Source: an optimization exercise on an open RTL-to-GDS flow (aim: a short achievable clock period and few clock cycles per item). Production flows keep margins and buffers that such runs may drop.
The RTL was checked by simulation tests, not by an equivalence proof against the original design.
Power figures rest on the tool's default switching activity, not on a simulated workload.

==> flow/run.sh <==
#!/bin/bash
# synth_recipe.tcl (not shown) runs the flow's synth.tcl, then flattens the netlist and writes it again
# the make line also repeats each setting of config.mk as NAME=value (left out here)
make -C /OpenROAD-flow-scripts/flow DESIGN_CONFIG=/design/flow/config.mk WORK_HOME=/design/flow/orfs CLKGATE_MAP_FILE= SYNTH_SCRIPT=/design/flow/synth_recipe.tcl finish
==> flow/config.mk <==
export PLATFORM = sky130hd
export DESIGN_NAME = mtp40c_pe
export DESIGN_NICKNAME = mtp40c_pe
export VERILOG_FILES = /design/flow/design.v
export SDC_FILE = /design/flow/constraint.sdc
export NUM_CORES = 4
export LEC_CHECK = 0
export CAP_MARGIN = 20
export CORE_MARGIN = 2
export CORE_UTILIZATION = 40
export SLEW_MARGIN = 20
==> flow/constraint.sdc <==
create_clock -name core_clock -period 10.0 [get_ports {clk}]
set_input_delay 2.0000 -clock core_clock [delete_from_list [all_inputs] [get_ports {clk}]]
set_output_delay 2.0000 -clock core_clock [all_outputs]
set_load 0.01 [all_outputs]
==> flow/design.v <==
module mtp40c_crc_step (
    input  wire [7:0] hi_in,
    input  wire [7:0] lo_in,
    input  wire [7:0] data,
    output wire [7:0] hi_out,
    output wire [7:0] lo_out
);
    function [15:0] table_word;
        input [7:0] i;
        reg   [15:0] w;
        integer r;
        begin
            w = {8'd0, i};
            for (r = 0; r < 8; r = r + 1) begin
                if (w[0])
                    w = (w >> 1) ^ 16'hA001;
                else
                    w = w >> 1;
            end
            table_word = w;
        end
    endfunction
    wire [7:0]  idx   = lo_in ^ data;
    wire [15:0] entry = table_word(idx);
    assign lo_out = hi_in ^ entry[7:0];     
    assign hi_out = entry[15:8];            
endmodule
module mtp40c_pe (
    input  wire        clk,
    input  wire        rst,         
    input  wire        cmd_valid,
    output wire        cmd_ready,
    input  wire [39:0] cmd_word,
    output wire        done,
    output wire [31:0] result,
    output wire [2:0]  status,
    input  wire [31:0] now_ms,
    output wire        tx_valid,
    output wire [7:0]  tx_data,
    input  wire        tx_ready,
    input  wire        rx_valid,
    input  wire [7:0]  rx_data,
    output wire        rx_ready
);
    localparam [7:0]  TX_CAP       = 8'd24;
    localparam [7:0]  RESP_CAP     = 8'd24;
    localparam [7:0]  BROADCAST    = 8'hFE;
    localparam [7:0]  ADDR_MAX     = 8'd247;
    localparam [7:0]  DEFAULT_ADDR = 8'h01;
    localparam [7:0]  DEVICE_TYPE  = 8'h02;
    localparam [31:0] TIMEOUT_DEF  = 32'd100;
    localparam [31:0] RATE_WINDOW  = 32'd4000;
    localparam [31:0] APR_MIN      = 32'h442F0000;    
    localparam [31:0] APR_MAX      = 32'h44898000;    
    localparam [15:0] SPC_MIN      = 16'd400;
    localparam [15:0] SPC_MAX      = 16'd5000;
    localparam [15:0] HRS_MIN      = 16'd24;
    localparam [15:0] HRS_MAX      = 16'd720;
    localparam [31:0] F32_M999     = 32'hC479C000;    
    localparam [7:0] OP_BEGIN      = 8'h01;
    localparam [7:0] OP_GETADDR    = 8'h10;
    localparam [7:0] OP_SETADDR    = 8'h11;
    localparam [7:0] OP_SETGENERIC = 8'h12;
    localparam [7:0] OP_SETSPECIF  = 8'h13;
    localparam [7:0] OP_USESPECIF  = 8'h14;
    localparam [7:0] OP_GETAIRP    = 8'h20;
    localparam [7:0] OP_SETAIRP    = 8'h21;
    localparam [7:0] OP_GETGAS     = 8'h22;
    localparam [7:0] OP_SETSPC     = 8'h30;
    localparam [7:0] OP_SPCREADY   = 8'h31;
    localparam [7:0] OP_OPENSC     = 8'h32;
    localparam [7:0] OP_CLOSESC    = 8'h33;
    localparam [7:0] OP_SCSTATUS   = 8'h34;
    localparam [7:0] OP_SETHOURS   = 8'h35;
    localparam [7:0] OP_GETHOURS   = 8'h36;
    localparam [7:0] OP_SETTIMEOUT = 8'h40;
    localparam [7:0] OP_GETTIMEOUT = 8'h41;
    localparam [7:0] OP_SUPPRESS   = 8'h42;
    localparam [7:0] OP_GETSUPPR   = 8'h43;
    localparam [7:0] OP_LASTREAD   = 8'h44;
    localparam [7:0] OP_GETTYPE    = 8'h45;
    localparam [7:0] OP_LASTERROR  = 8'h46;
    localparam [7:0] OP_CRC16      = 8'h50;
    localparam [7:0] OP_REQUEST    = 8'h51;
    localparam [7:0] OP_WRBUF      = 8'h52;
    localparam [7:0] OP_RDBUF      = 8'h53;
    localparam [2:0] ST_OK       = 3'd0;
    localparam [2:0] ST_VALID    = 3'd1;
    localparam [2:0] ST_TIMEOUT  = 3'd2;
    localparam [2:0] ST_PROTOCOL = 3'd3;
    localparam [2:0] ST_ILLEGAL  = 3'd4;
    localparam [3:0] S_IDLE    = 4'd0;
    localparam [3:0] S_EXEC    = 4'd1;
    localparam [3:0] S_BUILD   = 4'd2;
    localparam [3:0] S_ADDR    = 4'd3;
    localparam [3:0] S_CRC     = 4'd4;
    localparam [3:0] S_APPEND  = 4'd5;
    localparam [3:0] S_TX      = 4'd6;
    localparam [3:0] S_RXSTART = 4'd7;
    localparam [3:0] S_RX      = 4'd8;
    localparam [3:0] S_DECODE  = 4'd9;
    localparam [3:0] S_DONE    = 4'd10;
    localparam [2:0] F_NONE  = 3'd0;    
    localparam [2:0] F_N     = 3'd1;    
    localparam [2:0] F_8     = 3'd2;    
    localparam [2:0] F_16    = 3'd3;    
    localparam [2:0] F_32    = 3'd4;    
    localparam [2:0] F_1     = 3'd5;    
    function [2:0] op_format;
        input [7:0] op;
        begin
            case (op)
                OP_BEGIN, OP_SETADDR, OP_CRC16, OP_RDBUF:
                    op_format = F_8;
                OP_GETADDR, OP_SETGENERIC, OP_SETSPECIF, OP_USESPECIF,
                OP_GETAIRP, OP_GETGAS, OP_SPCREADY, OP_OPENSC, OP_CLOSESC,
                OP_SCSTATUS, OP_GETHOURS, OP_GETTIMEOUT, OP_GETSUPPR,
                OP_LASTREAD, OP_GETTYPE, OP_LASTERROR:
                    op_format = F_N;
                OP_SETAIRP, OP_SETTIMEOUT:
                    op_format = F_32;
                OP_SETSPC, OP_SETHOURS, OP_REQUEST, OP_WRBUF:
                    op_format = F_16;
                OP_SUPPRESS:
                    op_format = F_1;
                default:
                    op_format = F_NONE;    
            endcase
        end
    endfunction
    function illegal_word;
        input [7:0]  op;
        input [31:0] v;
        begin
            case (op_format(op))
                F_N:     illegal_word = (v != 32'd0);
                F_8:     illegal_word = (v[31:8] != 24'd0);
                F_16:    illegal_word = (v[31:16] != 16'd0);
                F_32:    illegal_word = 1'b0;
                F_1:     illegal_word = (v[31:1] != 31'd0);
                default: illegal_word = 1'b1;
            endcase
        end
    endfunction
    function [7:0] tmpl_len;
        input [7:0] op;
        begin
            case (op)
                OP_GETADDR:  tmpl_len = 8'd8;
                OP_SETADDR:  tmpl_len = 8'd9;
                OP_GETAIRP:  tmpl_len = 8'd8;
                OP_SETAIRP:  tmpl_len = 8'd10;
                OP_GETGAS:   tmpl_len = 8'd8;
                OP_SETSPC:   tmpl_len = 8'd9;
                OP_SPCREADY: tmpl_len = 8'd6;
                OP_OPENSC:   tmpl_len = 8'd6;
                OP_CLOSESC:  tmpl_len = 8'd6;
                OP_SCSTATUS: tmpl_len = 8'd6;
                OP_SETHOURS: tmpl_len = 8'd8;
                OP_GETHOURS: tmpl_len = 8'd6;
                default:     tmpl_len = 8'd6;
            endcase
        end
    endfunction
    function [7:0] resp_len;
        input [7:0] op;
        begin
            case (op)
                OP_GETADDR:  resp_len = 8'd7;
                OP_SETADDR:  resp_len = 8'd8;
                OP_GETAIRP:  resp_len = 8'd10;
                OP_SETAIRP:  resp_len = 8'd10;
                OP_GETGAS:   resp_len = 8'd14;
                OP_SETSPC:   resp_len = 8'd10;
                OP_SPCREADY: resp_len = 8'd6;
                OP_OPENSC:   resp_len = 8'd6;
                OP_CLOSESC:  resp_len = 8'd6;
                OP_SCSTATUS: resp_len = 8'd6;
                OP_SETHOURS: resp_len = 8'd6;
                OP_GETHOURS: resp_len = 8'd9;
                default:     resp_len = 8'd6;
            endcase
        end
    endfunction
    function [7:0] tmpl_byte;
        input [7:0]  op;
        input [4:0]  i;
        input [31:0] v;
        begin
            tmpl_byte = 8'h00;
            case (op)
                OP_GETADDR: begin
                    if (i == 5'd1) tmpl_byte = 8'hA0;
                    if (i == 5'd5) tmpl_byte = 8'h01;
                end
                OP_SETADDR: begin
                    if (i == 5'd1) tmpl_byte = 8'hA1;
                    if (i == 5'd5) tmpl_byte = 8'h01;
                    if (i == 5'd6) tmpl_byte = v[7:0];
                end
                OP_GETAIRP: begin
                    if (i == 5'd1) tmpl_byte = 8'hA2;
                    if (i == 5'd5) tmpl_byte = 8'h02;
                end
                OP_SETAIRP: begin
                    if (i == 5'd1) tmpl_byte = 8'hA3;
                    if (i == 5'd4) tmpl_byte = v[7:0];
                    if (i == 5'd5) tmpl_byte = v[15:8];
                    if (i == 5'd6) tmpl_byte = v[23:16];
                    if (i == 5'd7) tmpl_byte = v[31:24];
                end
                OP_GETGAS: begin
                    if (i == 5'd1) tmpl_byte = 8'hA4;
                    if (i == 5'd5) tmpl_byte = 8'h03;
                end
                OP_SETSPC: begin
                    if (i == 5'd1) tmpl_byte = 8'hA5;
                    if (i == 5'd4) tmpl_byte = v[7:0];
                    if (i == 5'd5) tmpl_byte = v[15:8];
                end
                OP_SPCREADY: begin
                    if (i == 5'd1) tmpl_byte = 8'hA6;
                    if (i == 5'd3) tmpl_byte = 8'h01;
                end
                OP_OPENSC: begin
                    if (i == 5'd1) tmpl_byte = 8'hA7;
                    if (i == 5'd3) tmpl_byte = 8'h01;
                end
                OP_CLOSESC: begin
                    if (i == 5'd1) tmpl_byte = 8'hA7;
                end
                OP_SCSTATUS: begin
                    if (i == 5'd1) tmpl_byte = 8'hA8;
                end
                OP_SETHOURS: begin
                    if (i == 5'd1) tmpl_byte = 8'hA9;
                    if (i == 5'd4) tmpl_byte = v[7:0];
                    if (i == 5'd5) tmpl_byte = v[15:8];
                end
                OP_GETHOURS: begin
                    if (i == 5'd1) tmpl_byte = 8'hAA;
                end
                default: tmpl_byte = 8'h00;
            endcase
        end
    endfunction
    function [31:0] timeout_sentinel;
        input [7:0] op;
        begin
            case (op)
                OP_GETADDR:  timeout_sentinel = 32'h000000FF;
                OP_GETAIRP:  timeout_sentinel = F32_M999;
                OP_SCSTATUS: timeout_sentinel = 32'h00000002;
                OP_GETHOURS: timeout_sentinel = 32'h0000FFFF;
                default:     timeout_sentinel = 32'h00000000;
            endcase
        end
    endfunction
    reg [3:0]  phase;
    reg [39:0] cmd;
    reg [31:0] result_r;
    reg [2:0]  status_r;
    reg [7:0]  addr;
    reg        specific;
    reg [31:0] timeout;
    reg        suppress;
    reg [31:0] lastread;
    reg [15:0] gas;
    reg [31:0] airp;
    reg [7:0]  txbuf   [0:23];
    reg [7:0]  respbuf [0:23];
    reg [7:0]  txlen;
    reg [7:0]  rxlen;
    reg [7:0]  idx;         
    reg [7:0]  crc_len;
    reg        crc_only;    
    reg [7:0]  crchi;
    reg [7:0]  crclo;
    reg [7:0]  rxn;
    reg [31:0] tstart;
    wire [7:0]  opcode  = cmd[39:32];
    wire [31:0] operand = cmd[31:0];
    wire [7:0] crc_hi_next;
    wire [7:0] crc_lo_next;
    mtp40c_crc_step u_crc (
        .hi_in  (crchi),
        .lo_in  (crclo),
        .data   (txbuf[idx[4:0]]),
        .hi_out (crc_hi_next),
        .lo_out (crc_lo_next)
    );
    wire [31:0] elapsed   = now_ms - tstart;
    wire        timed_out = elapsed > timeout;
    assign cmd_ready = (phase == S_IDLE);
    assign done      = (phase == S_DONE);
    assign result    = result_r;
    assign status    = status_r;
    assign tx_valid  = (phase == S_TX);
    assign tx_data   = txbuf[idx[4:0]];
    assign rx_ready  = (phase == S_RX) && (rxn != rxlen) && !timed_out;
    always @(posedge clk) begin
        if (rst) begin
            phase    <= S_IDLE;
            cmd      <= 40'd0;
            result_r <= 32'd0;
            status_r <= ST_OK;
            addr     <= DEFAULT_ADDR;
            specific <= 1'b0;
            timeout  <= TIMEOUT_DEF;
            suppress <= 1'b0;
            lastread <= 32'd0;
            gas      <= 16'd0;
            airp     <= 32'd0;
            txlen    <= 8'd0;
            rxlen    <= 8'd0;
            idx      <= 8'd0;
            crc_len  <= 8'd0;
            crc_only <= 1'b0;
            crchi    <= 8'hFF;
            crclo    <= 8'hFF;
            rxn      <= 8'd0;
            tstart   <= 32'd0;
        end else begin
            case (phase)
                S_IDLE: begin
                    if (cmd_valid) begin
                        cmd   <= cmd_word;
                        phase <= S_EXEC;
                    end
                end
                S_EXEC: begin
                    phase    <= S_DONE;
                    result_r <= 32'd0;
                    status_r <= ST_OK;
                    if (illegal_word(opcode, operand)) begin
                        status_r <= ST_ILLEGAL;
                    end else begin
                        case (opcode)
                            OP_BEGIN: begin
                                if (operand[7:0] > ADDR_MAX) begin
                                    status_r <= ST_VALID;
                                end else begin
                                    addr     <= operand[7:0];
                                    result_r <= 32'd1;
                                end
                            end
                            OP_SETGENERIC: specific <= 1'b0;
                            OP_SETSPECIF:  specific <= 1'b1;
                            OP_USESPECIF:  result_r <= {31'd0, specific};
                            OP_SETTIMEOUT: timeout  <= operand;
                            OP_GETTIMEOUT: result_r <= timeout;
                            OP_SUPPRESS:   suppress <= operand[0];
                            OP_GETSUPPR:   result_r <= {31'd0, suppress};
                            OP_LASTREAD:   result_r <= lastread;
                            OP_GETTYPE:    result_r <= {24'd0, DEVICE_TYPE};
                            OP_LASTERROR: begin
                                result_r <= {29'd0, status_r};
                                status_r <= status_r;
                            end
                            OP_CRC16: begin
                                if (operand[7:0] > TX_CAP) begin
                                    status_r <= ST_ILLEGAL;
                                end else begin
                                    crchi    <= 8'hFF;
                                    crclo    <= 8'hFF;
                                    idx      <= 8'd0;
                                    crc_len  <= operand[7:0];
                                    crc_only <= 1'b1;
                                    phase    <= S_CRC;
                                end
                            end
                            OP_REQUEST: begin
                                if (operand[15:8] < 8'd4 || operand[15:8] > TX_CAP ||
                                    operand[7:0] > RESP_CAP) begin
                                    status_r <= ST_ILLEGAL;
                                end else begin
                                    txlen <= operand[15:8];
                                    rxlen <= operand[7:0];
                                    phase <= S_ADDR;
                                end
                            end
                            OP_WRBUF: begin
                                if (operand[15:8] >= TX_CAP)
                                    status_r <= ST_ILLEGAL;
                                else
                                    txbuf[operand[12:8]] <= operand[7:0];
                            end
                            OP_RDBUF: begin
                                if (operand[7:0] >= RESP_CAP)
                                    status_r <= ST_ILLEGAL;
                                else
                                    result_r <= {24'd0, respbuf[operand[4:0]]};
                            end
                            OP_SETADDR: begin
                                if (operand[7:0] > ADDR_MAX)
                                    status_r <= ST_VALID;
                                else
                                    phase <= S_BUILD;
                            end
                            OP_SETAIRP: begin
                                if (operand < APR_MIN || operand > APR_MAX)
                                    status_r <= ST_VALID;
                                else
                                    phase <= S_BUILD;
                            end
                            OP_SETSPC: begin
                                if (operand[15:0] < SPC_MIN || operand[15:0] > SPC_MAX)
                                    status_r <= ST_VALID;
                                else
                                    phase <= S_BUILD;
                            end
                            OP_SETHOURS: begin
                                if (operand[15:0] < HRS_MIN || operand[15:0] > HRS_MAX)
                                    status_r <= ST_VALID;
                                else
                                    phase <= S_BUILD;
                            end
                            OP_GETGAS, OP_GETAIRP: begin
                                if (now_ms - lastread < RATE_WINDOW) begin
                                    if (opcode == OP_GETGAS)
                                        result_r <= {16'd0, gas};
                                    else
                                        result_r <= airp;
                                end else begin
                                    lastread <= now_ms;
                                    phase    <= S_BUILD;
                                end
                            end
                            default: begin
                                phase <= S_BUILD;
                            end
                        endcase
                    end
                    idx <= 8'd0;
                end
                S_BUILD: begin
                    txbuf[idx[4:0]] <= tmpl_byte(opcode, idx[4:0], operand);
                    if (idx == tmpl_len(opcode) - 8'd1) begin
                        txlen <= tmpl_len(opcode);
                        rxlen <= resp_len(opcode);
                        phase <= S_ADDR;
                    end
                    idx <= idx + 8'd1;
                end
                S_ADDR: begin
                    txbuf[0] <= specific ? addr : BROADCAST;
                    crchi    <= 8'hFF;
                    crclo    <= 8'hFF;
                    idx      <= 8'd0;
                    crc_len  <= txlen - 8'd2;
                    crc_only <= 1'b0;
                    phase    <= S_CRC;
                end
                S_CRC: begin
                    if (idx == crc_len) begin
                        if (crc_only) begin
                            result_r <= {16'd0, crchi, crclo};
                            phase    <= S_DONE;
                        end else begin
                            phase    <= S_APPEND;
                        end
                    end else begin
                        crchi <= crc_hi_next;
                        crclo <= crc_lo_next;
                        idx   <= idx + 8'd1;
                    end
                end
                S_APPEND: begin
                    txbuf[crc_len[4:0]]        <= crclo;
                    txbuf[crc_len[4:0] + 5'd1] <= crchi;
                    idx   <= 8'd0;
                    phase <= S_TX;
                end
                S_TX: begin
                    if (tx_ready) begin
                        idx <= idx + 8'd1;
                        if (idx == txlen - 8'd1)
                            phase <= S_RXSTART;
                    end
                end
                S_RXSTART: begin
                    tstart <= now_ms;
                    rxn    <= 8'd0;
                    phase  <= S_RX;
                end
                S_RX: begin
                    if (rxn == rxlen) begin
                        phase <= S_DECODE;
                    end else if (timed_out) begin
                        result_r <= timeout_sentinel(opcode);
                        status_r <= ST_TIMEOUT;
                        phase    <= S_DONE;
                    end else if (rx_valid) begin
                        respbuf[rxn[4:0]] <= rx_data;
                        rxn <= rxn + 8'd1;
                    end
                end
                S_DECODE: begin
                    phase    <= S_DONE;
                    result_r <= 32'd1;
                    status_r <= ST_OK;
                    case (opcode)
                        OP_GETADDR:
                            result_r <= {24'd0, respbuf[3]};
                        OP_SETADDR:
                            addr <= operand[7:0];
                        OP_GETAIRP: begin
                            airp     <= {8'd0, respbuf[6], respbuf[5], respbuf[4]};
                            result_r <= {8'd0, respbuf[6], respbuf[5], respbuf[4]};
                        end
                        OP_GETGAS: begin
                            if (respbuf[8] != 8'd0 || respbuf[9] != 8'd0 ||
                                respbuf[10] != 8'd0 || respbuf[11] != 8'd0) begin
                                result_r <= 32'd0;
                                status_r <= ST_PROTOCOL;
                            end else begin
                                gas      <= {respbuf[5], respbuf[4]};
                                result_r <= {16'd0, respbuf[5], respbuf[4]};
                            end
                        end
                        OP_SETSPC: begin
                            if (respbuf[7] == 8'd0) begin
                                result_r <= 32'd0;
                                status_r <= ST_PROTOCOL;
                            end
                        end
                        OP_SPCREADY:
                            result_r <= {31'd0, respbuf[3] == 8'd0};
                        OP_SCSTATUS:
                            result_r <= {24'd0, respbuf[3]};
                        OP_SETHOURS: begin
                            if (respbuf[3] != 8'd0) begin
                                result_r <= 32'd0;
                                status_r <= ST_PROTOCOL;
                            end
                        end
                        OP_GETHOURS:
                            result_r <= {16'd0, respbuf[4], respbuf[3]};
                        default: ;    
                    endcase
                end
                S_DONE: begin
                    phase <= S_IDLE;
                end
                default: phase <= S_IDLE;
            endcase
        end
    end
endmodule
==> summary.txt <==
STA
  – Skew final: around 0.035 ns
  – Slew Limit Headroom: 25.7%
  – Max-slew violations: 0
  – RSZ-0062 raised after global routing: false
  – Measured slew at the worst slew-check pin: approximately 1.1 ns
  – Final WS setup: a little under 0.5 ns
  – Final setup vio count: 0
  – Final hold viol count: 0
  – Hold slack: 0.453 ns
  – Setup TNS: 0 ns
  – Final period util: 95.2%
  – Tmin final: about 9.5 ns
  – Max Fclk: 105 MHz

Hold path
  – HP Class: flop to flop
  – Worst Min Path Start: airp[8]

Worst setup path
  – Buf/Inv on CP: 6
  – Reg2Reg Setup Slack: 2.85 ns
  – Largest fanout on the critical path: 4
  – Startpoint Class: input port
  – CP max stage delay: between 0.4 and 0.5 ns
  – CP max-delay cell: clkdlybuf4s50_1
  – Worst setup path class: input port to output port
  – Crit Reg-Reg Endpoint: respbuf[31][4]
  – Worst Path Required: around 8 ns
  – Endpoint class of the critical path: output port
  – CP Data Arrival Time: 7.52 ns
  – Worst r2r src: tstart[0]
  – Crit path from: now_ms[0]
  – CP delay by family, top: compound AO/OA/AOI/OAI gates
  – Worst path depth: 26
  – Worst Reg-to-Reg Cells: 28
  – CP Capture Point: rx_ready

Route
  – Initial DRC count: 3667
  – Routed wl met3: around 10 mm
  – Met1 WL: approximately 53 mm
  – DR pass1 iterations: 6
  – Metal2 WL: approximately 54 mm
  – DRT antenna net count: 0
  – Top layer in use: met5
  – DR WL/cell: between 20 and 25 um
  – Via density: approximately 6
  – Vias: ~30000
  – Final WL: about 120 mm
  – Drc violations: 0

Synth
  – Most instantiated cells after synthesis: 448 x edfxtp_1, 438 x nand2_1, 302 x nor2_1
  – Distinct cells, synth: between 90 and 100
  – Synth top area share: between 30 and 40%
  – Seq cells post-synth: between 700 and 800
  – Synth area leader: edfxtp_1
  – Yosys warning count: 2
  – Synthesized Nets: between 3000 and 4000
  – Synth Area per Inst: around 11 um^2
  – Largest cells by area after synthesis: edfxtp_1 34%, dfxtp_1 15%, mux4_2 7.4%
  – Post-synth EDFFs: approximately 450
  – Post-synthesis cell count: about 3700
  – Most common cell in the synthesized netlist: edfxtp_1
  – Post-synthesis sequential area ratio: approximately 49%
  – Async S/R FF share, synth: 0%
  – Dominant synthesized flop cell: edfxtp_1
  – Cell Area, Synth: just under 40000 um^2

Final layout
  – N_diodes: 0
  – Final Core Density: a little under half
  – Synth-to-Final Area Change: 13.4%
  – Final Net Count: 3910
  – Fillers: 9088
  – Share of cells above drive strength 1: between 10% and 20%

Floorplanning
  – Initial Utilization: approximately two fifths
  – Placement Rows: between 100 and 150
  – Die span in y: between 300 and 400 um
  – IO Pins: 132
  – Core Region: around 98000 um^2
  – DIE AREA: approximately 100000 um^2
  – Chip width: ~320 um

Pwr
  – Power Density: between 150 and 200 nW/um^2
  – Worst VDD drop: ~0.00015 V
  – Leak Pwr: roughly 15 nW
  – Total power draw: between 0.008 and 0.009 W

Global route
  – All-Layer GR Usage: a little under a quarter
  – Largest net degree at the start of global routing: 231
  – Global-route wire length before repair: roughly 180 mm
  – Initial antenna violation count: 5
  – Vias in the first global route: 28300
  – Total grt overflow: 0

Clock tree
  – Reg clk slew, reported paths: approximately 0.06 ns
  – CTS Buf Count: 83
  – Number of post-CTS setup repair buffers: 0
  – H-tree level count: 3
  – Clock buffer depth: 3
  – Cts repair resizes: 0
  – Hold buffers post-CTS: 0
  – CTS tree: yes
  – Clk latency of the worst-skew pair: 0.68 ns
  – Root Driver: clkbuf_16
  – CTS sink cnt: 743

Placement
  – I/O Buffers: between 100 and 150
  – DP HPWL: ~84 mm
  – Placer Congestion: ~0.93
  – Placement Setup Slack: 0.110 ns

Run
  – # Max-Cap Violations: 0

Status
  – Status: no timing/DRC/antenna violations
==> routing by layer <==
layer | vias up | GRT usage [%]
met5 | - | 0
met1 | 14600 | 33.5
met4 | 2 | 6.87
met2 | 1207 | 35.5
li1 | 13600 | -
met3 | 208 | 4.53
==> metrics by stage <==
step,instances,area [um^2]
after floorplan,3679,39700
after global placement,4914,42200
after detailed placement,4914,42200
after CTS,5066,44900
after global routing,5069,45000
final,5069,45000
==> tightest hold or removal path, stage by stage (launching register included) <==
cell and delay [ns]:
dfxtp_1 0.30, nand2_1 0.05, a21oi_1 0.05
==> cell families after synthesis <==
| logic type | share of synthesized area [%] |
|---|---|
| compound gates | 12.3 |
| mux | 15.4 |
| xor+xnor | 2.49 |
| flops | 48.8 |
| fa+ha+maj | 3.51 |
| buf+inv | 3.74 |
| simple gates | 13.8 |
==> flip-flops by register name, indices dropped and copies added (netlist names), 16 cells and up, named ones only <==
signal    cells
airp         24
cmd          40
gas          16
lastread     32
respbuf     256
result_r     32
timeout      32
tstart       32
txbuf       192
==> cell usage in the layout, fill, tap and decap left out, drive strengths merged, types with 82 or more instances in the layout <==
master,instances
nor2,302
mux4,130
a21oi,268
inv,132
mux2,208
edfxtp,448
nand2,438
nand2b,100
clkdlybuf4s50,129
o21ai,101
ha,109
clkbuf,104
dfxtp,295
mux2i,82
==> how the worst min path moves through the flow <==
stage,end,depth (start not counted)
floorplan,airp[10],2
global placement,airp[15],2
detailed placement,airp[8],2
CTS,airp[8],2
global route,airp[9],2
finish,airp[8],2
==> power breakdown <==
group          total (W)  internal, W  switching [W]
Sequential       0.00364      0.00342       0.000224
Clock            0.00307      0.00175        0.00132
Combinational    0.00219     0.000958        0.00123
==> area by class of cell <==
type	instances	area (um^2)	area share, %
Clock buffer	103	2250	5.01
Clock inverter	49	470	1.05
Inverter	128	480	1.07
Tap cell	1287	1610	3.58
Sequential cell	743	19400	43.1
Timing Repair Buffer	200	1860	4.13
Multi-Input combinational cell	2559	18900	42.1
Testbench counts, summed over its fixed seeds: cycles 98,619, commands 4,800.

-- afterwards: timing with drivers on the ports --
The flow's constraints put no driver on any port. The routed layout listed below was extracted and timed again, unchanged, in two steps.
Step 1 assumes that a clkbuf_16 drives the clock port and a buf_2 every other input.
Step 2 also shifts input and output timing later by t, the mid clock arrival at the registers, as if the neighbouring blocks saw the same clock.
Slacks: no drivers / after step 1 / after step 2; pairs: no drivers / after step 1.
t, ns: 0.726
slack for setup (ns): 0.484 / 0.462 / 0.462
worst register clock-pin slew, ns: 0.07 / 0.07
cell pins on the clock port's net: 1
After both steps setup and hold are still met in this run. The setup slack of this run moves by -0.022 ns with the drivers and by -0.022 ns with both steps.
